This is an optimization exercise on Yosys and OpenROAD, whose aim is small area, a short achievable clock period and few clock cycles, not a production implementation.
At most, simulation tests tie the RTL to the original design; equivalence was not proved.
Function not checked in runs 5 and 6: the RTL went through the layout flow alone.
Power is estimated from default activity; no workload was simulated.

File: design/flow/run.sh
#!/bin/bash
# synth_recipe.tcl (not shown) runs the flow's synth.tcl, then flattens the netlist and writes it again
# the make line also repeats each setting of config.mk as NAME=value (left out here)
make -C /OpenROAD-flow-scripts/flow DESIGN_CONFIG=/design/flow/config.mk WORK_HOME=/design/flow/orfs CLKGATE_MAP_FILE= SYNTH_SCRIPT=/design/flow/synth_recipe.tcl finish
File: design/flow/config.mk
export PLATFORM = sky130hd
export DESIGN_NAME = wpd_decomp
export DESIGN_NICKNAME = wpd_decomp
export VERILOG_FILES = /design/flow/design.v
export SDC_FILE = /design/flow/constraint.sdc
export NUM_CORES = 4
export LEC_CHECK = 0
export CAP_MARGIN = 20
export CORE_MARGIN = 2
export CORE_UTILIZATION = 40
export SLEW_MARGIN = 20
File: design/flow/constraint.sdc
create_clock -name core_clock -period 10.0 [get_ports {clk}]
set_input_delay 2.0000 -clock core_clock [delete_from_list [all_inputs] [get_ports {clk}]]
set_output_delay 2.0000 -clock core_clock [all_outputs]
set_load 0.01 [all_outputs]
File: design/flow/design.v
module wpd_decomp (
    input  wire        clk,
    input  wire        rst,           
    input  wire        in_valid,
    input  wire [7:0]  in_data,
    output wire        in_ready,
    output wire        out_valid,
    output wire [7:0]  out_data,
    input  wire        out_ready,
    output wire        ctx_valid,
    output wire [31:0] ignored_count,
    output wire [1:0]  err_code
);
    localparam [1:0] S_HDR  = 2'd0;
    localparam [1:0] S_PASS = 2'd1;
    localparam [1:0] S_CB   = 2'd2;
    localparam [1:0] S_RUN  = 2'd3;
    reg  [15:0] buf_q;      
    reg  [4:0]  p;          
    reg         in_rdy;
    reg  [1:0]  state;
    reg  [2:0]  cnt;        
    reg         is_accel;
    reg  [2:0]  sel;        
    reg  [3:0]  fcnt;       
    reg  [1:0]  phase;      
    reg         drop;       
    reg  [7:0]  dq;         
    reg         dv;         
    reg         drot;       
    reg         duse;       
    reg  [7:0]  w0, w1, w2;
    reg         vld;
    reg         inc_q;      
    reg  [7:0]  ig0, ig1, ig2, ig3;
    reg         c1, c2, c3;
    reg  [1:0]  err;
    reg         ov;         
    reg  [7:0]  ob;
    reg         ov1;        
    reg  [7:0]  ob1;
    wire adv  = !ov1;
    wire go   = adv && (err == 2'd0);
    wire head_free = !ov || out_ready;
    wire in_fire   = in_valid && in_rdy;
    wire        have8 = p[4] || p[3];
    wire [7:0]  xa    = p[4] ? buf_q[15:8] : buf_q[7:0];
    wire [23:0] wsh   = {buf_q, 8'h00} >> p;
    wire [7:0]  x8    = wsh[7:0];
    wire [7:0] w_next = (dv && drot) ? w1 : w0;
    reg  [3:0] wbits;
    reg  [7:0] dn;
    always @* begin
        case (sel)
            3'd0: begin wbits = 4'd3; dn = (x8[7:5] == 3'b100)   ? {w_next[7:2] == 6'b100000, 7'd0} : {{5{x8[7]}}, x8[7:5]}; end
            3'd1: begin wbits = 4'd4; dn = (x8[7:4] == 4'b1000)  ? {w_next[7:3] == 5'b10000, 7'd0}  : {{4{x8[7]}}, x8[7:4]}; end
            3'd2: begin wbits = 4'd5; dn = (x8[7:3] == 5'b10000) ? {w_next[7:4] == 4'b1000, 7'd0}   : {{3{x8[7]}}, x8[7:3]}; end
            3'd3: begin wbits = 4'd6; dn = (x8[7:2] == 6'b100000 && w_next[7]) ? 8'h80 : {{2{x8[7]}}, x8[7:2]}; end
            3'd4: begin wbits = 4'd8; dn = xa; end
            default: begin wbits = 4'd0; dn = 8'h00; end
        endcase
    end
    wire [2:0] cb_sel  = xa[6:4];
    wire       cb_top  = xa[7];
    wire [3:0] cb_fcm1 = xa[3:0];
    wire cb_still = (cb_sel == 3'd5) && cb_top;
    wire cb_lit   = (cb_sel == 3'd4);
    wire cb_bad   = cb_sel[2] && cb_sel != 3'd4 && !cb_still;
    wire cb_drop  = !cb_lit && !vld;
    reg  cb_long;
    always @* begin
        case (cb_sel)
            3'd0: cb_long = 1'b0;
            3'd1: cb_long = cb_fcm1 >= 4'd12;
            3'd2: cb_long = cb_fcm1 >= 4'd9;
            3'd3: cb_long = cb_fcm1 >= 4'd8;
            default: cb_long = !cb_still && cb_fcm1 >= 4'd6;
        endcase
    end
    wire [4:0] tag = xa[4:0];
    reg  [2:0] hlen_m1;
    reg        hvalid;
    always @* begin
        hvalid = 1'b1;
        case (tag)
            5'd0: hlen_m1 = 3'd4;
            5'd1: hlen_m1 = 3'd3;
            5'd2: hlen_m1 = 3'd1;
            5'd3: hlen_m1 = {({1'b0, xa[7]} + {1'b0, xa[6]} + {1'b0, xa[5]}), 1'b0};
            5'd4: hlen_m1 = 3'd2;
            5'd5: hlen_m1 = 3'd1;
            5'd7: hlen_m1 = 3'd2;
            5'd8: hlen_m1 = 3'd1;
            default: begin hlen_m1 = 3'd0; hvalid = 1'b0; end
        endcase
    end
    wire take = (phase != 2'd0);
    wire last = (phase == 2'd3) && (fcnt == 4'd0);
    wire [5:0] pmw    = {1'b0, p} - {2'b00, wbits};    
    wire       step   = !take || !pmw[5];
    wire [4:0] p_take = take ? pmw[4:0] : p;
    wire [4:0] p_run  = !step ? p : last ? {p_take[4:3], 3'b000} : p_take;
    wire [4:0] p_byte = have8 ? {1'b0, p[4], p[2:0]} : p;    
    wire [4:0] p_al   = !go ? p : (state == S_RUN) ? p_run : p_byte;
    wire [4:0] p_next = in_fire ? {p_al[4] | p_al[3], !p_al[3], p_al[2:0]} : p_al;   
    wire       rdy_next = in_fire ? (p_al == 5'd0) : (p_al <= 5'd8);
    reg set_err;
    always @* begin
        set_err = 1'b0;
        if (go && have8) begin
            if (state == S_HDR) set_err = (tag != 5'd6) && !hvalid;
            if (state == S_CB)  set_err = cb_long || cb_bad;
        end
    end
    wire [7:0] a    = duse ? w0 : 8'h00;
    wire [8:0] s    = {a[7], a} + {dq[7], dq};
    wire [7:0] newv = (s[8] && !s[7]) ? 8'h80 : (!s[8] && s[7]) ? 8'h7f : s[7:0];
    wire       push = adv && dv;
    assign in_ready      = in_rdy;
    assign out_valid     = ov;
    assign out_data      = ob;
    assign ctx_valid     = vld;
    assign ignored_count = {ig3, ig2, ig1, ig0};
    assign err_code      = err;
    always @(posedge clk) begin
        if (head_free)
            ob <= ov1 ? ob1 : newv;
        if (!ov1)
            ob1 <= newv;
        if (in_fire)
            buf_q <= {buf_q[7:0], in_data};
        if (go) begin
            case (state)
                S_HDR: begin
                    dq       <= xa;
                    drot     <= 1'b0;
                    duse     <= 1'b0;
                    is_accel <= (tag == 5'd1);
                    cnt      <= hlen_m1;
                end
                S_PASS: begin
                    dq   <= xa;
                    drot <= is_accel;
                    duse <= 1'b0;
                    if (have8)
                        cnt <= cnt - 3'd1;
                end
                S_CB: begin
                    sel   <= cb_still ? 3'd5 : cb_sel;
                    fcnt  <= cb_fcm1;
                    drop  <= cb_drop;
                    phase <= cb_drop ? 2'd1 : 2'd0;
                end
                default: if (step) begin
                    dq   <= take ? dn : 8'h01;
                    drot <= take;
                    duse <= take && (!sel[2] || sel == 3'd5);
                    if (phase == 2'd3) begin
                        phase <= drop ? 2'd1 : 2'd0;
                        fcnt  <= fcnt - 4'd1;
                    end else
                        phase <= phase + 2'd1;
                end
            endcase
        end
    end
    always @(posedge clk) begin
        if (rst) begin
            p       <= 5'd0;
            in_rdy  <= 1'b0;
            state   <= S_HDR;
            dv      <= 1'b0;
            w0      <= 8'd0;
            w1      <= 8'd0;
            w2      <= 8'd0;
            vld     <= 1'b0;
            inc_q   <= 1'b0;
            ig0     <= 8'd0;
            ig1     <= 8'd0;
            ig2     <= 8'd0;
            ig3     <= 8'd0;
            c1      <= 1'b0;
            c2      <= 1'b0;
            c3      <= 1'b0;
            err     <= 2'd0;
            ov      <= 1'b0;
            ov1     <= 1'b0;
        end else begin
            p      <= p_next;
            in_rdy <= (err == 2'd0) && !set_err && rdy_next;
            ov     <= ov1 || push || !head_free;
            ov1    <= !head_free && (ov1 || push);
            inc_q <= 1'b0;
            ig0 <= ig0 + {7'd0, inc_q};
            ig1 <= ig1 + {7'd0, c1};
            ig2 <= ig2 + {7'd0, c2};
            ig3 <= ig3 + {7'd0, c3};
            c1  <= inc_q && (ig0 == 8'hff);
            c2  <= c1 && (ig1 == 8'hff);
            c3  <= c2 && (ig2 == 8'hff);
            if (push && drot) begin
                w0 <= w1;
                w1 <= w2;
                w2 <= newv;
            end
            if (set_err)
                err <= (state == S_CB && !cb_long) ? 2'd2 : 2'd1;
            if (go) begin
                dv <= 1'b0;
                case (state)
                    S_HDR: if (have8 && hvalid && tag != 5'd6) begin
                        dv <= 1'b1;
                        if (tag == 5'd1)
                            vld <= 1'b1;
                        if (hlen_m1 != 3'd0)
                            state <= S_PASS;
                    end else if (have8 && tag == 5'd6)
                        state <= S_CB;
                    S_PASS: if (have8) begin
                        dv <= 1'b1;
                        if (cnt == 3'd1)
                            state <= S_HDR;
                    end
                    S_CB: if (have8 && !cb_long && !cb_bad) begin
                        if (cb_lit)
                            vld <= 1'b1;
                        inc_q <= cb_drop;
                        state <= (cb_drop && cb_still) ? S_HDR : S_RUN;
                    end
                    default: if (step) begin
                        dv <= !drop;
                        if (last)
                            state <= S_HDR;
                    end
                endcase
            end
        end
    end
endmodule
==> results of run 1 <==
## final cells by class
cell class              instances  area, um2  area share
well taps                     225        282      0.0334
clock buffers                  17        425      0.0504
clock inverters                15        165      0.0196
inverters                      23       86.3      0.0102
multi-input cells             560       3810       0.451
flip-flops and latches        130       3080       0.366
repair buffers                 60        586      0.0694
## cells by family after synthesis
family / share of synthesized area
compound gates: 0.153
mux: 0.0878
xor+xnor: 0.0368
fa+ha+maj: 0.0610
buf+inv: 0.0345
flops: 0.432
simple gates: 0.195
## layer usage
metal	global-route usage	part of all wire	wire, um
met2	0.317	0.49	8600
met5	0	0	0
met4	0.0859	0.024	418
met1	0.244	0.45	7780
met3	0.0412	0.038	656
## sequential cells by signal, indices dropped and copies added, names as in the netlist, 3 cells and up
name   flops
ig1        8
fcnt       4
p          5
ob         8
dq         8
w0         8
ig0        8
ig3        8
ob1        8
cnt        3
w1         8
ig2        8
w2         8
sel        3
buf_q     16
## layout by cell type, fill, tap and decap left out, drive strengths merged, types with 5 or more instances in the layout
cell	netlist	layout
clkbuf	21	17
clkinv	2	5
nor3	23	23
or3	11	11
nand2	86	86
a21oi	52	52
buf	11	5
a31oi	11	11
dfxtp	82	82
mux2i	25	25
nor2	57	57
nand3	25	25
nand4	5	5
ha	30	30
xor2	18	18
nand2b	9	9
nor2b	14	14
and2	15	15
edfxtp	48	48
mux4	8	8
xnor2	12	12
or2	5	5
o21a	5	5
clkdlybuf4s50	0	55
inv	21	31
mux2	15	15
and3	7	7
o21ai	42	42
o211ai	6	6
a21boi	5	5
## power by group
group          switching [mW]  internal [mW]  total, mW
Clock                   0.270          0.355      0.625
Sequential             0.0716          0.696      0.768
Combinational           0.389          0.257      0.647
Total                   0.731           1.31       2.04
## how the worst max path moves through the flow
stage / startpoint / to / slack [ns] / cells after the start
after global placement: in_valid / in_rdy / 6.32 / 4
after floorplan: in_valid / in_rdy / 6.89 / 4
after global routing: p[0] / dq[7] / 6.33 / 7
after detailed placement: in_valid / in_rdy / 6.28 / 4
final: ig0[4] / ignored_count[4] / 6.54 / 1
after CTS: p[0] / dq[7] / 6.29 / 7
## worst reg2reg max path: cells and delay by family (launching register included)
family | cells | cell delay (ns)
AOI/OAI and AO/OA | 3 | 1.29
DFF | 1 | 0.94
adders and majority gates | 1 | 0.29
buffers and inverters | 1 | 0.27
and+or+nand+nor | 2 | 0.26
## metrics by stage
stage | hold WS, ns | util | instances | setup WS, ns | total power, mW
detailed placement | 0.446 | 0.452 | 998 | 6.28 | 1.42
finish | 0.451 | 0.486 | 1030 | 6.54 | 2.04
global route | 0.484 | 0.486 | 1030 | 6.33 | 2.16
CTS | 0.456 | 0.486 | 1030 | 6.29 | 2.05
global placement | 0.442 | 0.452 | 998 | 6.32 | 1.39
floorplan | 0.425 | - | 745 | 6.89 | 1.21
==> impl_metrics.py, run 1 <==
metrics = {
    "timing": {
        "drv_slew": 0,
        "timing.final.crit_share": 0.346,
        "timing.slew.headroom": 0.347,
        "max_freq_mhz": 289,
        "worst_pin_slew_ns": 0.970,
        "tns_ns": 0,
        "finalSetupViolCount": 0,
        "rsz_0062_raised_after_global_routing": "no",
        "hold_viol_final": 0,
        "fin_skew_ns": 0.0145,
        "clock_period_minus_final_worst_setup_slack_ns": 3.46,
    },
    "grt": {
        "number_of_antenna_violations_at_the_first_check_in_global_routing": 0,
        "largest_net_degree_at_the_start_of_global_routing": 70,
        "grt.overflow.total": 0,
        "grt_first_pass_wirelength_mm": 28.5,
        "gr-usage-all-layers": 0.193,
        "grt_pass1_vias": 5790,
    },
    "cells_and_area": {
        "fill_cells": 1565,
        "n_diodes": 0,
        "finish.instance_area_um2": 8430,
        "drive_gt1_frac": 0.0907,
        "area.growth.synth_to_final_pct": 18.2,
        "nets_final": 837,
    },
    "floorplanning": {
        "initial_core_util": 0.411,
        "floorplan.rows": 48,
        "die_x_um": 138,
        "dieArea_um2": 18900,
        "vertical_die_dimension_um": 138,
        "ios": 57,
        "coreArea_um2": 17400,
    },
    "synth": {
        "synth_top_area_cell": "dfxtp_1",
        "synth_top_area_share": 0.230,
        "mappedNetlistNets": 790,
        "synth.distinct_cells": 76,
        "synthesized_area_per_cell_um2": 9.58,
        "post-synth-top-count-cell": "nand2_1",
        "synth_flop_cell": "dfxtp_1",
        "synth.yosys.seq_area_share": 0.432,
        "synth_top_cells_by_area": "dfxtp_1, edfxtp_1, ha_1",
        "synthArstFlopShare": 0,
        "synthCells": 745,
        "mapped_area_um2": 7140,
        "postSynthRegisterBits": 130,
        "synth_edf_count": 48,
        "synth.top_cells.by_count": "nand2_1, dfxtp_1, nor2_1",
        "synth-warning-count": 1,
    },
    "min_path": {
        "timing.hold.worst.start": "ob1[7]",
        "hold_depth": 2,
        "worst_hold_path_class": "reg -> reg",
        "timing.hold.worst_endpoint": "ob1[7]",
    },
    "power": {
        "vdd_ir_drop_max_v": 0.000174,
        "leakagePower_nw": 3.04,
        "power-per-cell-area_nw_per_um2": 242,
    },
    "critical_path": {
        "rr_startpoint": "p[0]",
        "regToRegEndpoint": "dq[7]",
        "cp_max_fo": 5,
        "cp_slowest_cell": "clkdlybuf4s50_1",
        "r2r_worst_path_depth": 7,
        "setup.worst_path.end_class": "primary output",
        "crit_buf_inv": 1,
        "family_of_cells_with_the_greatest_summed_delay_on_the_critical_path": "buffers and inverters",
        "worstSetupStartpointType": "flop",
        "required_ns": 8.00,
        "cp_cell_sequence": "clkdlybuf4s50_1",
        "max_stage_delay_ns": 0.61,
        "cp.arrival_ns": 1.46,
        "regToRegSetupSlack_ns": 6.58,
        "worst-setup-path-type": "reg -> out",
    },
    "routing": {
        "totalWireLength_mm": 17.4,
        "drcViolationCount": 0,
        "detail_route.iter0.violations": 406,
        "residual_antenna_violating_net_count_after_detailed_routing": 0,
        "drtPass1Iterations": 8,
        "route.detailed.vias_per_inst": 5.68,
        "vias": 5850,
        "drt-wirelength-per-cell_um": 16.9,
    },
    "cts": {
        "insertion_delay_ns": 0.43,
        "cts_root_buffer": "clkbuf_16",
        "holdBufCountCts": 0,
        "clkSlewWorstSetupHoldPaths_ns": 0.07,
        "cts.sinks": 130,
        "cts-htree-levels": 4,
        "cts_buffer_count": 17,
        "post_cts.resized_instances": 0,
        "tritoncts": "done",
        "cts_setup_buffers": 0,
        "clk_path_buf_depth": 2,
    },
    "run": {
        "max_cap_viols": 0,
    },
    "placed_design": {
        "gp_congestion": 0.940,
        "place.detailed.hpwl_mm": 12.6,
        "post_dp_cell_area_um2": 7840,
        "placement.io_buffers": 56,
    },
    "status": {
        "status": "no timing/DRC/antenna violations",
    },
}
Testbench counts, summed over its fixed seeds: cycles 92,884.
==> run 2, diff against run 1 <==
==> design/flow/flow/run.sh (new file) <==
#!/bin/bash
# Standard layout with plain buffers on the ports and timing repair aimed
# below the 10 ns clock period; each tool's output goes to ORFS's own logs
# under orfs/logs, and make's output to standard.log here.
set -euo pipefail
bash standard.sh \
  "BUFFER_PORTS_ARGS=-buffer_cell sky130_fd_sc_hd__buf_2" \
  "SETUP_SLACK_MARGIN=7" \
  finish > standard.log 2>&1
==> design/flow/standard.sh (new file) <==
#!/bin/bash
# synth_recipe.tcl (not shown) runs the flow's synth.tcl, then flattens the netlist and writes it again
# the make line also repeats each setting of config.mk as NAME=value (left out here)
make -C /OpenROAD-flow-scripts/flow DESIGN_CONFIG=/design/flow/config.mk WORK_HOME=/design/flow/orfs CLKGATE_MAP_FILE= SYNTH_SCRIPT=/design/flow/synth_recipe.tcl "${@:-finish}"
removed: design/flow/run.sh
==> run 2 against run 1 <==
Global-route usage fell by 0.35 points. Combinational power rose by 1%. Synthesized area stayed put. Critical path depth unchanged. Worst setup slack better by 0.50 ns. Still clean on timing, DRC and antenna. Fmax up 17%. Worst hold slack gained 0.0043 ns. Clock skew about the same. Via count shrank 0.48%. Register-to-register slack better by 0.51 ns.
==> impl_metrics.py, run 2 <==
metrics = {
    "synth": {
        "post_synth_mux_area_share": 0.0878,
        "synth-warning-count": 1,
        "combinational_family_with_the_most_area_after_synthesis": "simple AND/OR/NAND/NOR gates",
        "synth_adder_area_share": 0.0610,
        "synth_top_cells_by_area": "dfxtp_1, edfxtp_1, ha_1",
        "synth.top_cells.by_count": "nand2_1, dfxtp_1, nor2_1",
        "mappedNetlistNets": 790,
        "synth.yosys.seq_area_share": 0.432,
        "synth_xor_area_frac": 0.0368,
        "synth_flop_cell": "dfxtp_1",
        "synth.distinct_cells": 76,
        "synthCells": 745,
        "synth_top_area_cell": "dfxtp_1",
        "postSynthRegisterBits": 130,
        "mapped_area_um2": 7140,
        "synth_compound_gate_area_share": 0.153,
        "synthArstFlopShare": 0,
        "area_share_of_and_or_nand_nor_cells_after_synthesis": 0.195,
        "synth_top_area_share": 0.230,
        "synthesized_area_per_cell_um2": 9.58,
        "synth_edf_count": 48,
        "post-synth-top-count-cell": "nand2_1",
    },
    "cts": {
        "cts_root_buffer": "clkbuf_16",
        "cts.sinks": 130,
        "clk_path_buf_depth": 2,
        "cts-htree-levels": 4,
        "cts_buffer_count": 17,
        "tritoncts": "done",
        "clkSlewWorstSetupHoldPaths_ns": 0.06,
        "insertion_delay_ns": 0.42,
    },
    "grt": {
        "gr-usage-all-layers": 0.189,
        "grt.overflow.total": 0,
        "number_of_antenna_violations_at_the_first_check_in_global_routing": 0,
        "grt_first_pass_wirelength_mm": 28.0,
        "largest_net_degree_at_the_start_of_global_routing": 70,
        "grt_pass1_vias": 5556,
    },
    "critical_path": {
        "crit_buf_inv": 1,
        "family_of_cells_with_the_greatest_summed_delay_on_the_critical_path": "flip-flops",
        "max_stage_delay_ns": 0.39,
        "cp_slowest_cell": "dfxtp_1",
        "setup.worst_path.end_class": "primary output",
        "cp_max_fo": 4,
        "worstSetupStartpointType": "flop",
        "required_ns": 8.00,
        "cp.arrival_ns": 0.96,
        "cp_cell_sequence": "buf_2",
        "worst-setup-path-type": "reg -> out",
    },
    "power": {
        "power-per-cell-area_nw_per_um2": 245,
        "combinationalPowerShare": 0.321,
        "sequentialPowerShare": 0.374,
        "power_mw": 2.04,
        "switching_share": 0.357,
        "clkPwrFrac": 0.305,
        "internal_power_mw": 1.31,
        "power.net_switching_mw": 0.728,
        "vdd_ir_drop_max_v": 0.000174,
        "leakagePower_nw": 3.18,
    },
    "floorplanning": {
        "initial_core_util": 0.411,
        "die_x_um": 138,
        "dieArea_um2": 18900,
        "ios": 57,
        "floorplan.rows": 48,
        "vertical_die_dimension_um": 138,
        "coreArea_um2": 17400,
    },
    "routing": {
        "drcViolationCount": 0,
        "drt-wirelength-per-cell_um": 16.8,
        "route.detailed.vias_per_inst": 5.62,
        "residual_antenna_violating_net_count_after_detailed_routing": 0,
        "detail_route.iter0.violations": 389,
        "vias": 5822,
        "totalWireLength_mm": 17.4,
        "drtPass1Iterations": 5,
    },
    "cells_and_area": {
        "largest_register": "buf_q",
        "fin_cells": 1036,
        "drive_gt1_frac": 0.207,
        "final_common_cell": "nand2_1",
        "nets_final": 843,
        "finish.instance_area_um2": 8330,
        "utilization": 0.480,
        "final_cell_mix": "nand2_1, dfxtp_1, nor2_1",
        "n_diodes": 0,
        "largest_register_ffs": 16,
        "area.growth.synth_to_final_pct": 16.7,
    },
    "placed_design": {
        "place.detailed.hpwl_mm": 12.5,
        "dpl_worst_slack_ns": 6.67,
        "dp_cells": 998,
        "post_dp_cell_area_um2": 7570,
        "placement.io_buffers": 56,
        "gp_congestion": 0.917,
    },
    "timing": {
        "drv_slew": 0,
        "timing.final.crit_share": 0.296,
        "rsz_0062_raised_after_global_routing": "yes",
        "layout_setup_ws_ns": 7.04,
        "hold_viol_final": 0,
        "tns_ns": 0,
        "finalSetupViolCount": 0,
        "max_freq_mhz": 337,
        "timing.slew.headroom": 0.365,
        "clock_period_minus_final_worst_setup_slack_ns": 2.96,
        "fin_skew_ns": 0.0144,
        "hold_ws_ns": 0.455,
        "worst_pin_slew_ns": 0.952,
    },
    "min_path": {
        "worst_hold_path_class": "reg -> reg",
    },
    "run": {
        "max_cap_viols": 0,
    },
    "status": {
        "status": "no timing/DRC/antenna violations",
    },
}
==> run 2: cell count changes in the layout (fill, tap and decap cells not counted), sizes merged <==
cell	previous run	this run
buf	5	64
inv	31	30
clkinv	5	2
clkbuf	17	21
clkdlybuf4s50	55	0
clkinvlp	1	3
==> run 2: logic make-up after synthesis <==
group	after synthesis
compound gates	169
xor+xnor	30
fa+ha+maj	33
mux	48
buf+inv	55
simple gates	280
flops	130
==> run 2: power groups by stage <==
stage               Sequential, mW  Clock [mW]  Combinational, mW
floorplan                    0.760           0              0.456
global placement             0.775           0              0.598
detailed placement           0.778           0              0.613
CTS                          0.764       0.632              0.634
global route                 0.777       0.659              0.730
finish                       0.763       0.621              0.654
==> run 2: path summary, 6_finish.rpt <==
| kind | from | endpoint | slack [ns] | cells after the start |
|---|---|---|---|---|
| max reg2reg | p[1] | dq[7] | 7.09 | 7 |
| min | ob1[7] | ob1[7] | 0.46 | 2 |
| min reg2reg | ob1[7] | ob1[7] | 0.46 | 2 |
| max | ig0[7] | ignored_count[7] | 7.04 | 1 |
==> run 2: final cells by class <==
type                    count  area [um2]
inverters                  23        86.3
repair buffers             66         387
clock inverters            13         136
clock buffers              19         454
flip-flops and latches    130        3110
well taps                 225         282
multi-input cells         560        3870
fillers                  1595        9030
==> run 2: repair_timing <==
item	CTS	global route
hold buffers	0	0
buffers inserted	1	3
setup endpoints to repair	30	56
gates cloned	0	1
resized for setup	16	31
pin swaps	0	1
==> run 2: routing by layer <==
metal	wire, um	GRT usage	vias to the layer above
li1	-	-	2827
met1	7610	0.249	2803
met2	8650	0.311	163
met3	729	0.0350	29
met4	396	0.0693	0
met5	0	0	-
==> run 3, diff against run 2 <==
--- a/design/flow/design.v
+++ b/design/flow/design.v
@@ -148,2 +148,5 @@
                 S_CB: begin
+                    dq    <= 8'h01;
+                    drot  <= 1'b0;
+                    duse  <= 1'b0;
                     sel   <= cb_still ? 3'd5 : cb_sel;
@@ -151,3 +154,3 @@
                     drop  <= cb_drop;
-                    phase <= cb_drop ? 2'd1 : 2'd0;
+                    phase <= 2'd1;
                 end
@@ -227,2 +230,3 @@
                         inc_q <= cb_drop;
+                        dv    <= !cb_drop;
                         state <= (cb_drop && cb_still) ? S_HDR : S_RUN;
==> run 3 against run 2 <==
Largest power group unchanged. Worst hold slack worse by 0.0075 ns. Synthesized cell count up 5.6%. Utilization down 0.63 points. Largest cell class unchanged. Critical endpoint is now out_data[3]. Critical path type unchanged. Global-route usage fell by 0.31 points.
==> impl_metrics.py, run 3 <==
metrics = {
    "status": {
        "status": "no timing/DRC/antenna violations",
    },
    "cts": {
        "cts_root_buffer": "clkbuf_16",
        "clk_path_buf_depth": 2,
        "clkSlewWorstSetupHoldPaths_ns": 0.06,
        "insertion_delay_ns": 0.43,
        "tritoncts": "done",
        "cts-htree-levels": 4,
        "cts_buffer_count": 17,
        "cts.sinks": 130,
    },
    "timing": {
        "rsz_0062_raised_after_global_routing": "yes",
        "finalSetupViolCount": 0,
        "worst_pin_slew_ns": 0.838,
        "clock_period_minus_final_worst_setup_slack_ns": 2.97,
        "hold_viol_final": 0,
        "fin_skew_ns": 0.00733,
        "drv_slew": 0,
        "max_freq_mhz": 337,
        "timing.final.crit_share": 0.297,
        "tns_ns": 0,
        "timing.slew.headroom": 0.441,
    },
    "synth": {
        "synth-warning-count": 1,
        "post-synth-top-count-cell": "nand2_1",
        "synth.distinct_cells": 79,
        "synth.yosys.seq_area_share": 0.420,
        "synth_flop_cell": "dfxtp_1",
        "synth_top_area_cell": "dfxtp_1",
        "mapped_area_um2": 7330,
        "mappedNetlistNets": 832,
        "synthCells": 787,
        "synthesized_area_per_cell_um2": 9.32,
        "synth_top_cells_by_area": "dfxtp_1, edfxtp_1, ha_1",
        "synth_edf_count": 48,
        "synth.top_cells.by_count": "nand2_1, dfxtp_1, nor2_1",
        "synthArstFlopShare": 0,
        "postSynthRegisterBits": 130,
        "synth_top_area_share": 0.224,
    },
    "grt": {
        "grt_pass1_vias": 5625,
        "largest_net_degree_at_the_start_of_global_routing": 70,
        "number_of_antenna_violations_at_the_first_check_in_global_routing": 0,
        "grt.overflow.total": 0,
        "gr-usage-all-layers": 0.186,
        "grt_first_pass_wirelength_mm": 29.2,
    },
    "floorplanning": {
        "dieArea_um2": 19400,
        "die_x_um": 139,
        "coreArea_um2": 18000,
        "vertical_die_dimension_um": 139,
        "floorplan.rows": 49,
        "initial_core_util": 0.408,
        "ios": 57,
    },
    "placed_design": {
        "post_dp_cell_area_um2": 7740,
        "place.detailed.hpwl_mm": 12.9,
        "gp_congestion": 0.917,
        "dp_cells": 1040,
        "placement.io_buffers": 56,
    },
    "routing": {
        "detail_route.iter0.violations": 628,
        "totalWireLength_mm": 17.9,
        "drtPass1Iterations": 5,
        "vias": 6073,
        "drt-wirelength-per-cell_um": 16.6,
        "residual_antenna_violating_net_count_after_detailed_routing": 0,
        "drcViolationCount": 0,
        "route.detailed.vias_per_inst": 5.64,
    },
    "critical_path": {
        "cp_cell_sequence": "buf_2",
        "required_ns": 8.00,
        "setup.worst_path.end_class": "primary output",
        "max_stage_delay_ns": 0.39,
        "crit_buf_inv": 1,
        "regToRegSetupSlack_ns": 7.11,
        "cp_max_fo": 1,
        "family_of_cells_with_the_greatest_summed_delay_on_the_critical_path": "flip-flops",
        "worstSetupStartpointType": "flop",
        "cp.arrival_ns": 0.97,
        "worst-setup-path-type": "reg -> out",
        "cp_slowest_cell": "edfxtp_1",
    },
    "cells_and_area": {
        "fin_cells": 1077,
        "finish.instance_area_um2": 8510,
        "n_diodes": 0,
        "fill_cells": 1724,
        "largest_register_ffs": 16,
        "area.growth.synth_to_final_pct": 16.0,
        "drive_gt1_frac": 0.197,
        "nets_final": 880,
        "largest_register": "buf_q",
        "utilization": 0.474,
        "final_cell_mix": "nand2_1, nor2_1, a21oi_1",
        "final_common_cell": "nand2_1",
    },
    "run": {
        "max_cap_viols": 0,
    },
    "power": {
        "vdd_ir_drop_max_v": 0.000147,
        "leakagePower_nw": 3.30,
        "power-per-cell-area_nw_per_um2": 234,
    },
    "min_path": {
        "worst_hold_path_class": "reg -> reg",
    },
}
## run 3: repair_timing
action | in CTS | in global routing
resized for setup | 25 | 33
setup endpoints to repair | 58 | 61
setup buffers | 3 | 2
pin swaps | 1 | 5
hold buffers | 0 | 0
## run 3: logic make-up after synthesis
logic type | Yosys count | share of synthesized area
compound gates | 196 | 0.182
xor+xnor | 30 | 0.0358
fa+ha+maj | 34 | 0.0607
buf+inv | 70 | 0.0428
flops | 130 | 0.420
mux | 37 | 0.0633
simple gates | 290 | 0.195
## run 3: power breakdown
group | internal (mW) | switching (mW)
Combinational | 0.225 | 0.390
Sequential | 0.686 | 0.0689
Clock | 0.354 | 0.269
## run 3: final cells by class
class / instances / area, um2 / area share
clock inverter: 15 / 163 / 0.0191
timing repair buffer: 65 / 359 / 0.0422
tap: 229 / 287 / 0.0337
clock buffer: 17 / 425 / 0.0500
sequential: 130 / 3120 / 0.367
multi-input combinational: 587 / 4030 / 0.473
inverter: 34 / 130 / 0.0153
## run 3: final timing paths
path,from,endpoint,cells after the start
max,ob[3],out_data[3],1
min,ob1[6],ob1[6],2
max reg2reg,duse,ob[1],10
min reg2reg,ob1[6],ob1[6],2
## run 3: layer usage
metal / vias to the layer above / share of wire / GRT usage
li1: 2989 / - / -
met1: 2906 / 0.46 / 0.251
met2: 161 / 0.48 / 0.300
met3: 17 / 0.048 / 0.0420
met4: 0 / 0.011 / 0.0564
met5: - / 0 / 0
## run 3: tightest hold or removal path, delay by kind of cell, from the launching register on
kind,cells,cell delay (ns)
and+or+nand+nor,2,0.11
DFF,1,0.31
## run 3: per-stage QoR
| stage | worst slack, ns | hold slack (ns) | power, mW |
|---|---|---|---|
| floorplan | 7.03 | 0.408 | 1.18 |
| global placement | 6.48 | 0.424 | 1.35 |
| detailed placement | 6.46 | 0.431 | 1.35 |
| CTS | 7.00 | 0.448 | 1.99 |
| global route | 6.97 | 0.474 | 2.11 |
| finish | 7.03 | 0.448 | 1.99 |
Testbench counts of run 3, summed over its fixed seeds: cycles 89,846.
==> run 4, diff against run 3 <==
==> design/flow/flow/run.sh (replaced) <==
#!/bin/bash
# Standard layout with plain buffers on the ports, a smaller clock tree
# (8x clock buffers on larger sink clusters, no dummy loads), a denser core
# and timing repair aimed below the 10 ns clock period. ORFS writes each
# tool's full output under orfs/logs; make's output goes to standard.log.
set -euo pipefail
bash standard.sh \
  "BUFFER_PORTS_ARGS=-buffer_cell sky130_fd_sc_hd__buf_1" \
  "SETUP_SLACK_MARGIN=7" \
  "CORE_UTILIZATION=55" \
  "CTS_ARGS=-sink_clustering_enable -repair_clock_nets -dont_use_dummy_load -buf_list sky130_fd_sc_hd__clkbuf_8 -sink_clustering_size 30" \
  finish > standard.log 2>&1
==> run 4 against run 3 <==
Still clean. Clock power down 49%. Register-to-register slack got worse by 0.02 ns. Die area fell by 27%. Sequential cell count unchanged. Sequential power about the same. Cell area shrank 4.1%. Combinational power is 5.0% higher. Synthesized area did not move. Critical path depth did not move. Clock skew grew 0.022 ns. Critical path type unchanged. Highest routed layer unchanged.
==> impl_metrics.py, run 4 <==
metrics = {
    "synth": {
        "synthArstFlopShare": 0,
        "mapped_area_um2": 7330,
        "synth_top_area_cell": "dfxtp_1",
        "synth_flop_cell": "dfxtp_1",
        "synth-warning-count": 1,
        "mappedNetlistNets": 832,
        "synth_top_area_share": 0.224,
        "post-synth-top-count-cell": "nand2_1",
        "synth.yosys.seq_area_share": 0.420,
        "postSynthRegisterBits": 130,
        "synth_top_cells_by_area": "dfxtp_1, edfxtp_1, ha_1",
        "synth_edf_count": 48,
        "synthesized_area_per_cell_um2": 9.32,
        "synthCells": 787,
        "synth.top_cells.by_count": "nand2_1, dfxtp_1, nor2_1",
        "synth.distinct_cells": 79,
    },
    "power": {
        "sequentialPowerShare": 0.440,
        "clkPwrFrac": 0.185,
        "power-per-cell-area_nw_per_um2": 211,
        "power_mw": 1.72,
        "combinationalPowerShare": 0.376,
        "power.net_switching_mw": 0.657,
        "internal_power_mw": 1.06,
        "leakagePower_nw": 3.10,
        "vdd_ir_drop_max_v": 0.000124,
        "switching_share": 0.382,
    },
    "routing": {
        "drtPass1Iterations": 6,
        "vias": 6239,
        "residual_antenna_violating_net_count_after_detailed_routing": 0,
        "route.detailed.vias_per_inst": 6.15,
        "drt-wirelength-per-cell_um": 18.4,
        "totalWireLength_mm": 18.7,
        "detail_route.iter0.violations": 568,
        "drcViolationCount": 0,
    },
    "cells_and_area": {
        "fin_cells": 1014,
        "largest_register_ffs": 16,
        "largest_register": "buf_q",
        "area.growth.synth_to_final_pct": 11.2,
        "register_cell_area_after_layout_um2": 3130,
        "utilization": 0.621,
        "n_diodes": 0,
        "finish.instance_area_um2": 8160,
        "final_common_cell": "nand2_1",
        "nets_final": 885,
        "final_cell_mix": "nand2_1, nor2_1, a21oi_1",
        "fill_cells": 1160,
        "drive_gt1_frac": 0.177,
        "multi_input_area_um2": 4070,
    },
    "min_path": {
        "worst_hold_path_class": "reg -> reg",
    },
    "floorplanning": {
        "coreArea_um2": 13100,
        "ios": 57,
        "floorplan.rows": 42,
        "vertical_die_dimension_um": 119,
        "die_x_um": 119,
        "initial_core_util": 0.558,
        "dieArea_um2": 14300,
    },
    "timing": {
        "worst_pin_slew_ns": 0.958,
        "timing.slew.headroom": 0.357,
        "drv_slew": 0,
        "hold_viol_final": 0,
        "timing.final.crit_share": 0.296,
        "finalSetupViolCount": 0,
        "tns_ns": 0,
        "hold_ws_ns": 0.451,
        "layout_setup_ws_ns": 7.04,
        "clock_period_minus_final_worst_setup_slack_ns": 2.96,
        "max_freq_mhz": 338,
        "fin_skew_ns": 0.0296,
        "rsz_0062_raised_after_global_routing": "yes",
    },
    "cts": {
        "cts-htree-levels": 4,
        "clk_path_buf_depth": 2,
        "insertion_delay_ns": 0.44,
        "cts_root_buffer": "clkbuf_8",
        "cts_buffer_count": 17,
        "tritoncts": "done",
        "clkSlewWorstSetupHoldPaths_ns": 0.08,
        "cts.sinks": 130,
    },
    "placed_design": {
        "dpl_worst_slack_ns": 6.40,
        "place.detailed.hpwl_mm": 13.6,
        "dp_cells": 987,
        "placement.io_buffers": 56,
        "gp_congestion": 0.890,
        "post_dp_cell_area_um2": 7610,
    },
    "critical_path": {
        "r2r_worst_path_depth": 9,
        "cp_max_fo": 1,
        "rr_startpoint": "sel[2]",
        "worst-setup-path-type": "reg -> out",
        "timing.critical_path.to": "out_data[4]",
        "worstSetupPathDepth": 1,
        "crit_buf_inv": 1,
        "cp_cell_sequence": "clkbuf_2",
        "setup.worst_path.end_class": "primary output",
        "timing.critical_path.from": "ob[4]",
        "worstSetupStartpointType": "flop",
        "regToRegSetupSlack_ns": 7.09,
        "regToRegEndpoint": "fcnt[3]",
        "required_ns": 8.00,
        "max_stage_delay_ns": 0.38,
        "cp_slowest_cell": "edfxtp_1",
        "family_of_cells_with_the_greatest_summed_delay_on_the_critical_path": "flip-flops",
        "cp.arrival_ns": 0.96,
    },
    "grt": {
        "grt_first_pass_wirelength_mm": 29.3,
        "largest_net_degree_at_the_start_of_global_routing": 70,
        "grt.overflow.total": 0,
        "grt_pass1_vias": 5760,
        "number_of_antenna_violations_at_the_first_check_in_global_routing": 0,
        "gr-usage-all-layers": 0.263,
    },
    "run": {
        "max_cap_viols": 0,
    },
    "status": {
        "status": "no timing/DRC/antenna violations",
    },
}
-- run 4: cell types whose count changed in the layout (fill, tap and decap cells not counted), sizes merged --
cell / change
buf: -22
clkinv: -4
clkbuf: +27
bufinv: -1
inv: -10
-- run 4: power groups by stage --
stage,clock (mW),sequential [mW],combinational (mW)
4_1_cts,0.324,0.756,0.607
3_5_place_dp,0,0.768,0.583
2_1_floorplan,0,0.750,0.426
3_3_place_gp,0,0.764,0.577
5_1_grt,0.343,0.768,0.706
6_report,0.317,0.756,0.646
-- run 4: worst min path at each step --
stage,from,endpoint,slack [ns],cells after the start
2_1_floorplan,ob1[6],ob1[6],0.41,2
3_3_place_gp,ob1[6],ob1[6],0.43,2
3_5_place_dp,ob1[2],ob1[2],0.43,2
4_1_cts,ob1[1],ob1[1],0.45,2
5_1_grt,ob1[2],ob1[2],0.47,2
6_report,ob1[0],ob1[0],0.45,2
-- run 4: kinds of logic (layout without fill, tap and decap cells) --
group / after synthesis / in the layout / synth area share
AOI/OAI and AO/OA: 196 / 196 / 0.182
muxes: 37 / 37 / 0.0633
adders and majority gates: 34 / 34 / 0.0607
DFF: 130 / 130 / 0.420
xor gates and xnor gates: 30 / 30 / 0.0358
and+or+nand+nor: 290 / 290 / 0.195
buffers and inverters: 70 / 121 / 0.0428
-- run 4: layer usage --
metal,GRT usage,part of all wire,wire [um],up-vias
met5,0,0,0,-
met4,0.0941,0.023,423,0
met3,0.0627,0.067,1240,38
met2,0.397,0.45,8330,241
met1,0.370,0.46,8680,2976
li1,-,-,-,2984
-- run 4: cell type report --
cell class                      instances  area share
Multi-Input combinational cell        587       0.499
Sequential cell                       130       0.383
Timing Repair Buffer                   70      0.0462
Clock buffer                           17      0.0287
Tap cell                              176      0.0270
Inverter                               34      0.0160
-- run 4: timing repair --
action,CTS,global route
pin swaps,1,4
setup buffers,4,6
resized for setup,43,66
setup endpoints to repair,67,80
hold endpoints to repair,0,0
hold buffers,0,0
-- run 4: worst reg2reg max path: stages, from the launching register on --
cell and delay, ns:
edfxtp_1 0.55, inv_1 0.26, o21ai_2 0.12, ha_1 0.28
nor2b_1 0.19, o21ai_2 0.10, a21boi_4 0.25, nor3_1 0.15
nor4_2 0.38, nor2b_2 0.31
==> run 5, diff against run 4 <==
--- a/design/flow/design.v
+++ b/design/flow/design.v
@@ -39,7 +39,4 @@
     reg  [7:0]  ob;
-    reg         ov1;        
-    reg  [7:0]  ob1;
-    wire adv  = !ov1;
+    wire adv  = !ov || out_ready;
     wire go   = adv && (err == 2'd0);
-    wire head_free = !ov || out_ready;
     wire in_fire   = in_valid && in_rdy;
@@ -125,6 +122,4 @@
     always @(posedge clk) begin
-        if (head_free)
-            ob <= ov1 ? ob1 : newv;
-        if (!ov1)
-            ob1 <= newv;
+        if (adv)
+            ob <= newv;
         if (in_fire)
@@ -189,3 +184,2 @@
             ov      <= 1'b0;
-            ov1     <= 1'b0;
         end else begin
@@ -193,4 +187,3 @@
             in_rdy <= (err == 2'd0) && !set_err && rdy_next;
-            ov     <= ov1 || push || !head_free;
-            ov1    <= !head_free && (ov1 || push);
+            ov     <= push || !adv;
             inc_q <= 1'b0;
==> run 5 against run 4 <==
Highest routed layer unchanged. Still clean. Sequential power down 7.4%. Critical endpoint is now in_rdy. Clock skew grew 0.00084 ns. Largest power group is now combinational cells. First-iteration DRC count is 2.5% lower. Synthesized area fell by 4.8%. Worst hold slack gained 0.0057 ns.
==> impl_metrics.py, run 5 <==
metrics = {
    "status": {
        "status": "no timing/DRC/antenna violations",
    },
    "placed_design": {
        "post_dp_cell_area_um2": 7370,
        "placement.io_buffers": 56,
        "gp_congestion": 0.913,
        "place.detailed.hpwl_mm": 12.6,
        "dp_cells": 942,
    },
    "cts": {
        "cts-htree-levels": 4,
        "tritoncts": "done",
        "clkSlewWorstSetupHoldPaths_ns": 0.07,
        "insertion_delay_ns": 0.45,
        "cts_root_buffer": "clkbuf_8",
        "cts.sinks": 121,
        "clk_path_buf_depth": 2,
        "cts_buffer_count": 17,
        "holdBufCountCts": 0,
    },
    "synth": {
        "synth_flop_cell": "dfxtp_1",
        "synthArstFlopShare": 0,
        "synthCells": 743,
        "postSynthRegisterBits": 121,
        "synth_edf_count": 48,
        "post-synth-top-count-cell": "nor2_1",
        "synth-warning-count": 1,
        "synth.distinct_cells": 88,
        "synth.yosys.seq_area_share": 0.416,
        "mappedNetlistNets": 788,
        "synth_top_area_cell": "dfxtp_1",
        "synthesized_area_per_cell_um2": 9.40,
        "mapped_area_um2": 6980,
        "synth.top_cells.by_count": "nor2_1, dfxtp_1, nand2_1",
        "synth_top_area_share": 0.209,
        "synth_top_cells_by_area": "dfxtp_1, edfxtp_1, ha_1",
    },
    "critical_path": {
        "worst-setup-path-type": "in -> reg",
        "max_stage_delay_ns": 0.43,
        "cp_max_fo": 4,
        "cp_slowest_cell": "or4_4",
        "cp_cell_sequence": "buf_6 > nor2b_4 > or3_4 > or4_4 > o2bb2ai_2 > maj3_2 > nor3_1",
        "cp.arrival_ns": 3.35,
        "setup.worst_path.end_class": "flop",
        "worstSetupStartpointType": "input pin",
        "required_ns": 10.32,
    },
    "routing": {
        "drcViolationCount": 0,
        "route.detailed.vias_per_inst": 6.00,
        "vias": 5868,
        "residual_antenna_violating_net_count_after_detailed_routing": 0,
        "detail_route.iter0.violations": 554,
        "drtPass1Iterations": 6,
        "drt-wirelength-per-cell_um": 17.8,
        "totalWireLength_mm": 17.5,
    },
    "timing": {
        "drv_slew": 0,
        "hold_ws_ns": 0.457,
        "max_freq_mhz": 330,
        "finalSetupViolCount": 0,
        "tns_ns": 0,
        "timing.final.crit_share": 0.303,
        "fin_skew_ns": 0.0304,
        "clock_period_minus_final_worst_setup_slack_ns": 3.03,
        "rsz_0062_raised_after_global_routing": "yes",
        "hold_viol_final": 0,
        "worst_pin_slew_ns": 0.855,
        "timing.slew.headroom": 0.430,
    },
    "grt": {
        "largest_net_degree_at_the_start_of_global_routing": 66,
        "number_of_antenna_violations_at_the_first_check_in_global_routing": 0,
        "grt_first_pass_wirelength_mm": 27.7,
        "grt_pass1_vias": 5454,
        "gr-usage-all-layers": 0.264,
        "grt.overflow.total": 0,
    },
    "cells_and_area": {
        "drive_gt1_frac": 0.215,
        "finish.instance_area_um2": 7940,
        "largest_register_ffs": 16,
        "area.growth.synth_to_final_pct": 13.7,
        "final_cell_mix": "nor2_1, nand2_1, a21oi_1, edfxtp_1, dfxtp_1",
        "final_common_cell": "nor2_1",
        "n_diodes": 0,
        "largest_register": "buf_q",
        "fin_cells": 978,
        "nets_final": 853,
    },
    "floorplanning": {
        "die_x_um": 117,
        "coreArea_um2": 12500,
        "initial_core_util": 0.558,
        "dieArea_um2": 13600,
        "vertical_die_dimension_um": 117,
        "floorplan.rows": 41,
        "ios": 57,
    },
    "power": {
        "leakagePower_nw": 3.04,
        "vdd_ir_drop_max_v": 0.000137,
        "clkPwrFrac": 0.180,
        "power-per-cell-area_nw_per_um2": 217,
        "combinationalPowerShare": 0.413,
        "switching_share": 0.390,
        "internal_power_mw": 1.05,
        "sequentialPowerShare": 0.406,
        "power.net_switching_mw": 0.672,
        "power_mw": 1.72,
    },
    "run": {
        "max_cap_viols": 0,
    },
    "min_path": {
        "worst_hold_path_class": "reg -> reg",
    },
}
-- run 5: stage by stage --
stage                      util  worst slack (ns)
after floorplan               -              6.67
after global placement    0.589              6.23
after detailed placement  0.589              6.12
after CTS                 0.623              6.97
after global routing      0.634              6.94
final                     0.634              6.97
-- run 5: final timing paths --
path                               end       from  depth (start not counted)  slack, ns
worst max-delay path            in_rdy  out_ready                          7       6.97
worst min-delay path             w1[0]      w1[0]                          2       0.46
worst max register to register  in_rdy     sel[0]                         11       7.11
worst min register to register   w1[0]      w1[0]                          2       0.46
-- run 5: repair_timing --
| action | in CTS | in global routing |
|---|---|---|
| endpoints found under the setup margin | 62 | 70 |
| pin swaps | 5 | 7 |
| resized for setup | 42 | 52 |
| setup buffers | 14 | 5 |
-- run 5: power by group through the flow --
stage | Clock [mW] | Combinational (mW) | Sequential [mW]
after global placement | 0 | 0.626 | 0.711
after detailed placement | 0 | 0.637 | 0.713
after floorplan | 0 | 0.494 | 0.690
after global routing | 0.336 | 0.776 | 0.711
after CTS | 0.317 | 0.682 | 0.700
final | 0.311 | 0.712 | 0.700
-- run 5: final cells by class --
type	count	area, um2
fillers	1090	4580
multi-input cells	560	3980
flip-flops and latches	121	2950
repair buffers	79	447
clock buffers	17	234
well taps	172	215
inverters	29	114
-- run 5: critical path, delay by kind of cell --
family | cells | cell delay [ns]
AO/OA/AOI/OAI | 1 | 0.16
adder cells (fa/ha/maj) | 1 | 0.20
buffers and inverters | 1 | 0.07
AND/OR/NAND/NOR | 4 | 0.91
-- run 5: per-layer routing --
metal	global-route usage	part of all wire	vias up
li1	-	-	2817
met1	0.364	0.44	2811
met2	0.411	0.47	206
met3	0.0597	0.069	34
met4	0.0957	0.021	0
met5	0	0	-
-- run 5: cell families after synthesis --
group           count (synthesis)  share of synthesized area
mux                            42                     0.0813
compound gates                158                      0.154
flops                         121                      0.416
fa+ha+maj                      34                     0.0638
buf+inv                        62                     0.0401
simple gates                  294                      0.205
xor+xnor                       32                     0.0401
==> run 6, diff against run 5 <==
--- a/design/flow/flow/run.sh
+++ b/design/flow/flow/run.sh
@@ -9,4 +9,4 @@
   "SETUP_SLACK_MARGIN=7" \
-  "CORE_UTILIZATION=55" \
-  "CTS_ARGS=-sink_clustering_enable -repair_clock_nets -dont_use_dummy_load -buf_list sky130_fd_sc_hd__clkbuf_8 -sink_clustering_size 30" \
+  "CORE_UTILIZATION=65" \
+  "CTS_ARGS=-sink_clustering_enable -repair_clock_nets -dont_use_dummy_load -buf_list sky130_fd_sc_hd__clkbuf_8 -sink_clustering_size 40 -sink_clustering_max_diameter 80" \
   finish > standard.log 2>&1
==> run 6 against run 5 <==
Highest routed layer unchanged. Critical endpoint unchanged. Critical path depth unchanged. Synthesized area unchanged. Combinational power up 3.9%. Largest cell class unchanged. Largest power group unchanged. Sequential cell count unchanged. Cell area down 0.76%. Cell count down 3.5%. Worst setup slack worse by 0.063 ns. Synthesized cell count unchanged. Still clean. Utilization up 13 points.
==> impl_metrics.py, run 6 <==
metrics = {
    "power": {
        "combinationalPowerShare": 0.423,
        "sequentialPowerShare": 0.401,
        "internal_power_mw": 1.06,
        "power.net_switching_mw": 0.684,
        "power_mw": 1.75,
        "power-per-cell-area_nw_per_um2": 222,
        "leakagePower_nw": 3.00,
        "switching_share": 0.391,
        "clkPwrFrac": 0.176,
        "vdd_ir_drop_max_v": 0.000226,
    },
    "timing": {
        "worst_pin_slew_ns": 0.967,
        "fin_skew_ns": 0.0244,
        "layout_setup_ws_ns": 6.91,
        "clock_period_minus_final_worst_setup_slack_ns": 3.09,
        "timing.slew.headroom": 0.346,
        "tns_ns": 0,
        "finalSetupViolCount": 0,
        "drv_slew": 0,
        "hold_viol_final": 0,
        "max_freq_mhz": 324,
        "rsz_0062_raised_after_global_routing": "yes",
        "timing.final.crit_share": 0.309,
    },
    "synth": {
        "post_synth_mux_area_share": 0.0813,
        "synth_edf_count": 48,
        "synthesized_area_per_cell_um2": 9.40,
        "area_share_of_and_or_nand_nor_cells_after_synthesis": 0.205,
        "synth_adder_area_share": 0.0638,
        "synth_top_area_cell": "dfxtp_1",
        "synth_top_cells_by_area": "dfxtp_1, edfxtp_1, ha_1",
        "synthArstFlopShare": 0,
        "combinational_family_with_the_most_area_after_synthesis": "simple AND/OR/NAND/NOR gates",
        "mappedNetlistNets": 788,
        "synth-warning-count": 1,
        "synth_compound_gate_area_share": 0.154,
        "post-synth-top-count-cell": "nor2_1",
        "postSynthRegisterBits": 121,
        "synth.top_cells.by_count": "nor2_1, dfxtp_1, nand2_1",
        "synth_flop_cell": "dfxtp_1",
        "synth.distinct_cells": 88,
        "synth_xor_area_frac": 0.0401,
        "synth.yosys.seq_area_share": 0.416,
        "mapped_area_um2": 6980,
        "synthCells": 743,
        "synth_top_area_share": 0.209,
    },
    "routing": {
        "drt-wirelength-per-cell_um": 18.7,
        "drtPass1Iterations": 6,
        "vias": 6066,
        "route.detailed.vias_per_inst": 6.43,
        "detail_route.iter0.violations": 560,
        "residual_antenna_violating_net_count_after_detailed_routing": 0,
        "drcViolationCount": 0,
        "totalWireLength_mm": 17.7,
    },
    "grt": {
        "number_of_antenna_violations_at_the_first_check_in_global_routing": 0,
        "grt_pass1_vias": 5803,
        "grt_first_pass_wirelength_mm": 28.2,
        "largest_net_degree_at_the_start_of_global_routing": 66,
        "grt.overflow.total": 0,
        "gr-usage-all-layers": 0.314,
    },
    "cts": {
        "holdBufCountCts": 0,
        "cts.sinks": 121,
        "insertion_delay_ns": 0.44,
        "tritoncts": "done",
        "cts_buffer_count": 17,
        "cts_root_buffer": "clkbuf_8",
        "clk_path_buf_depth": 2,
        "cts-htree-levels": 4,
        "clkSlewWorstSetupHoldPaths_ns": 0.06,
    },
    "floorplanning": {
        "initial_core_util": 0.673,
        "vertical_die_dimension_um": 108,
        "die_x_um": 108,
        "coreArea_um2": 10400,
        "dieArea_um2": 11600,
        "ios": 57,
        "floorplan.rows": 37,
    },
    "critical_path": {
        "setup.worst_path.end_class": "flop",
        "family_of_cells_with_the_greatest_summed_delay_on_the_critical_path": "simple AND/OR/NAND/NOR gates",
        "crit_buf_inv": 1,
        "cp_cell_sequence": "buf_6 > nor2b_4 > or3_4 > or4_4 > o2bb2ai_2 > maj3_1 > nor3_1",
        "required_ns": 10.30,
        "worstSetupStartpointType": "input pin",
        "cp_max_fo": 4,
        "cp_slowest_cell": "or4_4",
        "max_stage_delay_ns": 0.55,
        "cp.arrival_ns": 3.39,
        "worst-setup-path-type": "in -> reg",
    },
    "cells_and_area": {
        "fill_cells": 749,
        "final_cell_mix": "nor2_1, nand2_1, dfxtp_1",
        "fin_cells": 944,
        "drive_gt1_frac": 0.197,
        "largest_register_ffs": 16,
        "register_cell_area_after_layout_um2": 2930,
        "nets_final": 855,
        "n_diodes": 0,
        "largest_register": "buf_q",
        "utilization": 0.760,
        "multi_input_area_um2": 3980,
        "final_common_cell": "nor2_1",
        "area.growth.synth_to_final_pct": 12.9,
    },
    "run": {
        "max_cap_viols": 0,
    },
    "placed_design": {
        "dpl_worst_slack_ns": 6.17,
        "place.detailed.hpwl_mm": 12.3,
        "dp_cells": 905,
        "gp_congestion": 0.890,
        "placement.io_buffers": 56,
    },
    "min_path": {
        "worst_hold_path_class": "reg -> reg",
    },
    "status": {
        "status": "no timing/DRC/antenna violations",
    },
}
## run 6: cell counts after synthesis
No cell type changed its count.
## run 6: final timing paths
kind         slack [ns]        to  cells after the start  startpoint
min                0.46     w0[1]                      2       w0[1]
min reg2reg        0.46     w0[1]                      2       w0[1]
max                6.91    in_rdy                      7   out_ready
max reg2reg        6.91  state[0]                     11      sel[0]
## run 6: cells by family (layout without fill, tap and decap cells)
kind of cell / count (synthesis) / in the layout
flops: 121 / 121
simple gates: 294 / 294
buf+inv: 62 / 127
xor+xnor: 32 / 32
compound gates: 158 / 158
mux: 42 / 42
fa+ha+maj: 34 / 34
## run 6: cell type report
type | count | area share
multi-input combinational | 560 | 0.505
timing repair buffer | 81 | 0.0572
tap | 136 | 0.0216
clock buffer | 17 | 0.0297
sequential | 121 | 0.372
inverter | 29 | 0.0149
## run 6: layer usage
metal / share of wire / global-route usage / vias up
met1: 0.41 / 0.414 / 2858
met2: 0.47 / 0.501 / 327
met3: 0.099 / 0.0811 / 58
met5: 0 / 0 / -
met4: 0.023 / 0.114 / 0
li1: - / - / 2823
## run 6: through the flow
step / area, um2 / hold WS, ns
3_3_place_gp: 7320 / 0.443
6_report: 7880 / 0.457
2_1_floorplan: 7090 / 0.425
5_1_grt: 7880 / 0.486
3_5_place_dp: 7320 / 0.446
4_1_cts: 7720 / 0.454
## run 6: worst min-delay path: cells and delay by family, from the launching register on
family,cells,cell delay [ns]
AO/OA/AOI/OAI,1,0.05
AND/OR/NAND/NOR,1,0.05
flip-flops,1,0.31
## run 6: power groups by stage
stage,Combinational [mW],Sequential [mW],Clock [mW]
global route,0.797,0.708,0.332
detailed placement,0.630,0.710,0
finish,0.740,0.700,0.308
CTS,0.680,0.699,0.311
global placement,0.617,0.707,0
floorplan,0.494,0.690,0
## run 6: timing repair
item / 4_1_cts / 5_1_grt
setup endpoints to repair: 52 / 68
gates resized for setup: 28 / 44
pin swaps: 5 / 12
setup buffers: 13 / 9
==> run 7, diff against run 6 <==
--- a/design/flow/design.v
+++ b/design/flow/design.v
@@ -39,4 +39,7 @@
     reg  [7:0]  ob;
-    wire adv  = !ov || out_ready;
+    reg         ov1;        
+    reg  [7:0]  ob1;
+    wire adv  = !ov1;
     wire go   = adv && (err == 2'd0);
+    wire head_free = !ov || out_ready;
     wire in_fire   = in_valid && in_rdy;
@@ -122,4 +125,6 @@
     always @(posedge clk) begin
-        if (adv)
-            ob <= newv;
+        if (head_free)
+            ob <= ov1 ? ob1 : newv;
+        if (!ov1)
+            ob1 <= newv;
         if (in_fire)
@@ -184,2 +189,3 @@
             ov      <= 1'b0;
+            ov1     <= 1'b0;
         end else begin
@@ -187,3 +193,4 @@
             in_rdy <= (err == 2'd0) && !set_err && rdy_next;
-            ov     <= push || !adv;
+            ov     <= ov1 || push || !head_free;
+            ov1    <= !head_free && (ov1 || push);
             inc_q <= 1'b0;
--- a/design/flow/flow/run.sh
+++ b/design/flow/flow/run.sh
@@ -8,3 +8,3 @@
   "BUFFER_PORTS_ARGS=-buffer_cell sky130_fd_sc_hd__buf_1" \
-  "SETUP_SLACK_MARGIN=7" \
+  "SETUP_SLACK_MARGIN=7.3" \
   "CORE_UTILIZATION=65" \
==> run 7 against run 6 <==
Still clean. Critical path depth shrank 6. Utilization grew 12 points. Synthesized cell count grew 5.9%. Combinational power grew about 20%. Clock power grew 11%. Sequential power grew 11%. First-iteration DRC count grew to 2.8 times the previous value. Register-to-register slack gained 0.12 ns.
==> impl_metrics.py, run 7 <==
metrics = {
    "run": {
        "max_cap_viols": 0,
    },
    "floorplanning": {
        "dieArea_um2": 12100,
        "ios": 57,
        "die_x_um": 110,
        "floorplan.rows": 38,
        "coreArea_um2": 10900,
        "vertical_die_dimension_um": 110,
        "initial_core_util": 0.671,
    },
    "timing": {
        "tns_ns": 0,
        "drv_slew": 0,
        "max_freq_mhz": 332,
        "hold_viol_final": 0,
        "rsz_0062_raised_after_global_routing": "yes",
        "fin_skew_ns": 0.0286,
        "finalSetupViolCount": 0,
        "timing.slew.headroom": 0.325,
        "worst_pin_slew_ns": 0.999,
        "timing.final.crit_share": 0.301,
        "clock_period_minus_final_worst_setup_slack_ns": 3.01,
        "layout_setup_ws_ns": 6.99,
        "hold_ws_ns": 0.469,
    },
    "cells_and_area": {
        "largest_register_ffs": 16,
        "register_cell_area_after_layout_um2": 3160,
        "final_common_cell": "buf_4",
        "final_cell_mix": "buf_4, nand2_1, nor2_1",
        "n_diodes": 0,
        "fin_cells": 1076,
        "largest_register": "buf_q",
        "fill_cells": 467,
        "finish.instance_area_um2": 9640,
        "nets_final": 983,
        "drive_gt1_frac": 0.341,
        "multi_input_area_um2": 4470,
        "utilization": 0.881,
        "area.growth.synth_to_final_pct": 31.4,
    },
    "routing": {
        "vias": 7836,
        "drt-wirelength-per-cell_um": 25.9,
        "drcViolationCount": 0,
        "route.detailed.vias_per_inst": 7.28,
        "totalWireLength_mm": 27.9,
        "drtPass1Iterations": 7,
        "detail_route.iter0.violations": 1572,
        "residual_antenna_violating_net_count_after_detailed_routing": 0,
    },
    "placed_design": {
        "dp_cells": 950,
        "placement.io_buffers": 56,
        "post_dp_cell_area_um2": 7580,
        "gp_congestion": 0.980,
        "dpl_worst_slack_ns": 6.55,
        "place.detailed.hpwl_mm": 13.1,
    },
    "critical_path": {
        "worstSetupStartpointType": "flop",
        "max_stage_delay_ns": 0.39,
        "cp_max_fo": 1,
        "family_of_cells_with_the_greatest_summed_delay_on_the_critical_path": "flip-flops",
        "setup.worst_path.end_class": "primary output",
        "cp_slowest_cell": "edfxtp_1",
        "r2r_worst_path_depth": 12,
        "required_ns": 8.00,
        "worstSetupPathDepth": 1,
        "cp.arrival_ns": 1.01,
        "worst-setup-path-type": "reg -> out",
        "cp_cell_sequence": "clkbuf_2",
        "crit_buf_inv": 1,
    },
    "synth": {
        "post_synth_mux_area_share": 0.0633,
        "mapped_area_um2": 7330,
        "synthArstFlopShare": 0,
        "combinational_family_with_the_most_area_after_synthesis": "simple AND/OR/NAND/NOR gates",
        "synth_flop_cell": "dfxtp_1",
        "postSynthRegisterBits": 130,
        "synth_adder_area_share": 0.0607,
        "synth_top_cells_by_area": "dfxtp_1, edfxtp_1, ha_1",
        "synth.distinct_cells": 79,
        "synth-warning-count": 1,
        "mappedNetlistNets": 832,
        "synth.top_cells.by_count": "nand2_1, dfxtp_1, nor2_1",
        "post-synth-top-count-cell": "nand2_1",
        "synth_compound_gate_area_share": 0.182,
        "area_share_of_and_or_nand_nor_cells_after_synthesis": 0.195,
        "synth_edf_count": 48,
        "synthCells": 787,
        "synth_xor_area_frac": 0.0358,
        "synth.yosys.seq_area_share": 0.420,
        "synth_top_area_share": 0.224,
        "synth_top_area_cell": "dfxtp_1",
        "synthesized_area_per_cell_um2": 9.32,
    },
    "grt": {
        "grt_first_pass_wirelength_mm": 34.0,
        "largest_net_degree_at_the_start_of_global_routing": 70,
        "gr-usage-all-layers": 0.368,
        "number_of_antenna_violations_at_the_first_check_in_global_routing": 0,
        "grt_pass1_vias": 6569,
        "grt.overflow.total": 0,
    },
    "power": {
        "clkPwrFrac": 0.171,
        "power.net_switching_mw": 0.829,
        "internal_power_mw": 1.18,
        "combinationalPowerShare": 0.443,
        "power-per-cell-area_nw_per_um2": 208,
        "vdd_ir_drop_max_v": 0.000172,
        "sequentialPowerShare": 0.386,
        "power_mw": 2.01,
        "leakagePower_nw": 3.78,
        "switching_share": 0.413,
    },
    "cts": {
        "tritoncts": "done",
        "holdBufCountCts": 0,
        "cts_root_buffer": "clkbuf_8",
        "cts_buffer_count": 17,
        "insertion_delay_ns": 0.46,
        "clk_path_buf_depth": 2,
        "cts-htree-levels": 4,
        "clkSlewWorstSetupHoldPaths_ns": 0.08,
        "cts.sinks": 130,
    },
    "status": {
        "status": "no timing/DRC/antenna violations",
    },
    "min_path": {
        "worst_hold_path_class": "reg -> reg",
        "hold_depth": 2,
    },
}
## run 7: cell types whose count changed after synthesis, moves of 6 or more
cell and change:
o21ai_0 +9, dfxtp_1 +9, nand3_1 -9, inv_1 +6, nand2b_1 +6, nand2_1 +12
a211oi_1 +7, nor2_1 -14, a21oi_1 +10, nor3_1 +12, a22oi_1 +6, o21ai_1 -9
## run 7: kinds of logic after synthesis
group / after synthesis
mux: 37
compound gates: 196
xor+xnor: 30
buf+inv: 70
flops: 130
simple gates: 290
fa+ha+maj: 34
## run 7: path summary, 6_finish.rpt
check | start | to | slack, ns
min | w2[4] | w1[4] | 0.47
min reg2reg | w2[4] | w1[4] | 0.47
max reg2reg | duse | ob[6] | 7.03
max | ob[2] | out_data[2] | 6.99
## run 7: final cells by class
cell class,instances,share of cell area
Inverter,34,0.0139
Sequential cell,130,0.328
Tap cell,140,0.0182
Timing Repair Buffer,168,0.152
Clock buffer,17,0.0243
Multi-Input combinational cell,587,0.464
## run 7: repair_timing
| item | CTS | global route |
|---|---|---|
| pin swaps | 13 | 31 |
| gates resized for setup | 162 | 106 |
| setup buffers | 44 | 63 |
| endpoints found under the setup margin | 101 | 91 |
| gates cloned | 0 | 2 |
## run 7: power groups by stage
| stage | sequential (mW) | clock, mW | combinational, mW |
|---|---|---|---|
| after floorplan | 0.750 | 0 | 0.433 |
| after global placement | 0.763 | 0 | 0.564 |
| after detailed placement | 0.769 | 0 | 0.580 |
| after CTS | 0.753 | 0.319 | 0.640 |
| after global routing | 0.780 | 0.349 | 0.920 |
| final | 0.776 | 0.343 | 0.890 |
## run 7: routing by layer
metal | track usage | routed length [um] | part of all wire | up-vias
met5 | 0 | 0 | 0 | -
met4 | 0.151 | 2150 | 0.077 | 0
met3 | 0.0747 | 3640 | 0.13 | 244
met2 | 0.603 | 12700 | 0.45 | 809
met1 | 0.479 | 9430 | 0.34 | 3599
li1 | - | - | - | 3184
Testbench counts of run 7, summed over its fixed seeds: cycles 89,846.

-- re-timing with driven ports --
In the flow no input, the clock included, has a driving cell. The finished layouts below were timed again as built, in two steps. Step 1 (the two cells are an assumption about what drives the block):
set clk [get_ports {clk}]
set_driving_cell -lib_cell sky130_fd_sc_hd__clkbuf_16 $clk
set_driving_cell -lib_cell sky130_fd_sc_hd__buf_2 [delete_from_list [all_inputs] $clk]
Step 2 times the ports against the registers' clock, not the clock port: input delays grow and output delays shrink by t, the midpoint of the rising clock arrivals with the driver on. Three values: no drivers, after step 1, after step 2; two values: the first two.
| run | shift t [ns] | setup WS [ns] | latest minus earliest clock arrival (ns) | slew at the worst register clock pin (ns) |
|---|---|---|---|---|
| run 1 | 0.465 | 6.538 / 6.494 / 6.316 | 0.015 / 0.015 | 0.07 / 0.07 |
| run 2 | 0.455 | 7.035 / 6.993 / 6.676 | 0.015 / 0.015 | 0.07 / 0.07 |
| run 3 | 0.468 | 7.030 / 6.986 / 6.671 | 0.008 / 0.008 | 0.07 / 0.07 |
| run 4 | 0.463 | 7.038 / 7.001 / 6.660 | 0.030 / 0.030 | 0.08 / 0.08 |
| run 5 | 0.476 | 6.973 / 6.970 / 6.494 | 0.030 / 0.031 | 0.08 / 0.08 |
| run 6 | 0.458 | 6.910 / 6.881 / 6.423 | 0.031 / 0.031 | 0.08 / 0.08 |
| run 7 | 0.494 | 6.989 / 6.949 / 6.693 | 0.037 / 0.037 | 0.09 / 0.09 |
After both steps every run listed still meets setup and hold. The setup slack of run 6, which loses most, moves by -0.029 ns with the drivers and by -0.487 ns with both steps.
